What follows belongs to an exercise in optimizing a design on an open flow for small area, a short achievable clock period and few clock cycles; a production flow would make more cautious choices. Function was checked by simulation only, so behaviour that the tests miss may differ from the original. No activity file was given, so power comes from the tool's default toggle rates.

== before ==
## scc_lnkdec
module scc_lnkdec (
    input  wire        clk,
    input  wire        rst,
    input  wire        start,
    input  wire        use_crc,
    input  wire [31:0] rxlen,
    input  wire [31:0] explen,
    output wire        ready,
    output wire        done,
    output wire [31:0] nvalid,
    output wire [31:0] ninvalid,
    output wire [31:0] reclen,
    input  wire        in_valid,
    output wire        in_ready,
    input  wire [31:0] in_data,
    output wire        out_valid,
    input  wire        out_ready,
    output wire [31:0] out_data,
    output wire        vm_valid,
    input  wire        vm_ready,
    output wire [31:0] vm_data
);
export LEC_CHECK = 0
export CAP_MARGIN = 20
export CORE_MARGIN = 2
export CORE_UTILIZATION = 40
export PLACE_DENSITY = 0.6
export SETUP_SLACK_MARGIN = 5
export SLEW_MARGIN = 20
create_clock -name core_clock -period 10.0 [get_ports {clk}]
standard.sh (not shown) runs the stock make flow with config.mk's settings and CLKGATE_MAP_FILE= SYNTH_SCRIPT=/design/flow/synth_recipe.tcl, a recipe that flattens the netlist after the stock synthesis.
==> flow/flow/run.sh <==
#!/bin/bash
# Standard layout, with timing repair aimed at a larger setup margin.
bash standard.sh SETUP_SLACK_MARGIN=6 finish > standard.log 2>&1
The flow did not stop early for before: all stages ran, and the layout cleared the timing, design-rule and antenna checks.
Testbench counts of before, summed over its fixed seeds: cycles 5,984.
The inputs of after differ from those of before as listed below.
-- flow/design.v --
<<< before, line 61
    reg  [5:0]  lft;          
    reg  [2:0]  ph;           
    reg  [19:0] nw;           
    reg  [2:0]  anc;          
    reg         av;
>>> after, line 61
    reg  [5:0]  lft;          
    reg  [2:0]  ph;           
    reg  [34:0] aln;          
    reg  [2:0]  anc;          
    reg         av;
<<< before, line 102
                       (s0t >= 6'd7)  ? 3'd1 : 3'd0;
    wire [2:0]  ph_n = (ph >= 3'd3) ? ph - 3'd3 : ph + 3'd4;
    wire [19:0] s0nw = {ham_dec(s0sh[34:28]), ham_dec(s0sh[27:21]), ham_dec(s0sh[20:14]),
                        ham_dec(s0sh[13:7]), ham_dec(s0sh[6:0])};
    reg  [31:0] seq;
    always @* begin
>>> after, line 102
                       (s0t >= 6'd7)  ? 3'd1 : 3'd0;
    wire [2:0]  ph_n = (ph >= 3'd3) ? ph - 3'd3 : ph + 3'd4;
    wire [3:0] n0 = ham_dec(aln[34:28]);
    wire [3:0] n1 = ham_dec(aln[27:21]);
    wire [3:0] n2 = ham_dec(aln[20:14]);
    wire [3:0] n3 = ham_dec(aln[13:7]);
    wire [3:0] n4 = ham_dec(aln[6:0]);
    wire [19:0] nw = {n0, n1, n2, n3, n4};
    reg  [31:0] seq;
    always @* begin
<<< before, line 174
    wire [5:0]  tot  = {1'b0, ao} + {1'b0, cl};
    wire [51:0] f    = {acc, 20'd0} | ({cd, 32'd0} >> ao);
    wire [31:0] h_sub    = kk - {27'd0, h_raw};
    wire        kbig_n   = kbig && ((kk[4:0] >= h_raw) || (kk[31:6] != 26'd0));
    wire        av_n   = fire || (av && !s1go);
    wire [1:0]  qp     = s2go ? pop : 2'd0;
>>> after, line 178
    wire [5:0]  tot  = {1'b0, ao} + {1'b0, cl};
    wire [51:0] f    = {acc, 20'd0} | ({cd, 32'd0} >> ao);
    wire        h_borrow = (kk[4:0] < h_len);
    wire        kbig_n   = kbig && (!h_borrow || (kk[31:6] != 26'd0));
    wire        av_n   = fire || (av && !s1go);
    wire [1:0]  qp     = s2go ? pop : 2'd0;
<<< before, line 237
            end
            if (fire) begin
                nw   <= s0nw;
                anc  <= s0nc;
                lft  <= in_data[5:0];
>>> after, line 241
            end
            if (fire) begin
                aln  <= s0sh[34:0];
                anc  <= s0nc;
                lft  <= in_data[5:0];
<<< before, line 272
            end
            if (!mode_crc && s1push && !hz) begin
                kk   <= h_sub;
                kbig <= kbig_n;
                hz   <= h_fin;
>>> after, line 276
            end
            if (!mode_crc && s1push && !hz) begin
                kk   <= kk - {27'd0, h_len};
                kbig <= kbig_n;
                hz   <= h_fin;
Results
- before → after: die outline area saw an increase, number of cells on the critical path saw an increase, antenna violation net count after detailed routing saw little to no change.
- On core utilization, the higher figure sits with after, not before.
- Share of power burned in the clock network delta for after relative to before: 2.2 points lower
Testbench counts of after, summed over its fixed seeds: cycles 5,984.

## separate check: timing with driven ports
Ports are ideal in the flow. The routed layouts listed here were re-timed in OpenROAD. Step 1 (the two cells are an assumption about what drives the block):
set clk [get_ports {clk}]
set_driving_cell -lib_cell sky130_fd_sc_hd__clkbuf_16 $clk
set_driving_cell -lib_cell sky130_fd_sc_hd__buf_2 [delete_from_list [all_inputs] $clk]
Step 2 adds t to the input delays and takes it off the output delays; t is the mean of the earliest and latest rising clock arrival at the registers after step 1. Input paths then give back, and output paths get back, about the clock's delay inside the block. Three values: no drivers, after step 1, after step 2; two values: the first two.
run	shift t [ns]	slack for setup (ns)	worst hold slack (ns)	pins driven straight from the clock port
before	0.663	6.043 / 6.086 / 5.423	0.484 / 0.484 / 0.484	1
after	0.673	6.002 / 6.002 / 5.413	0.504 / 0.504 / 0.504	1
After both steps every run listed still meets setup and hold. For before, which loses most, drivers alone change the setup slack by +0.043 ns; drivers and shift together by -0.620 ns.
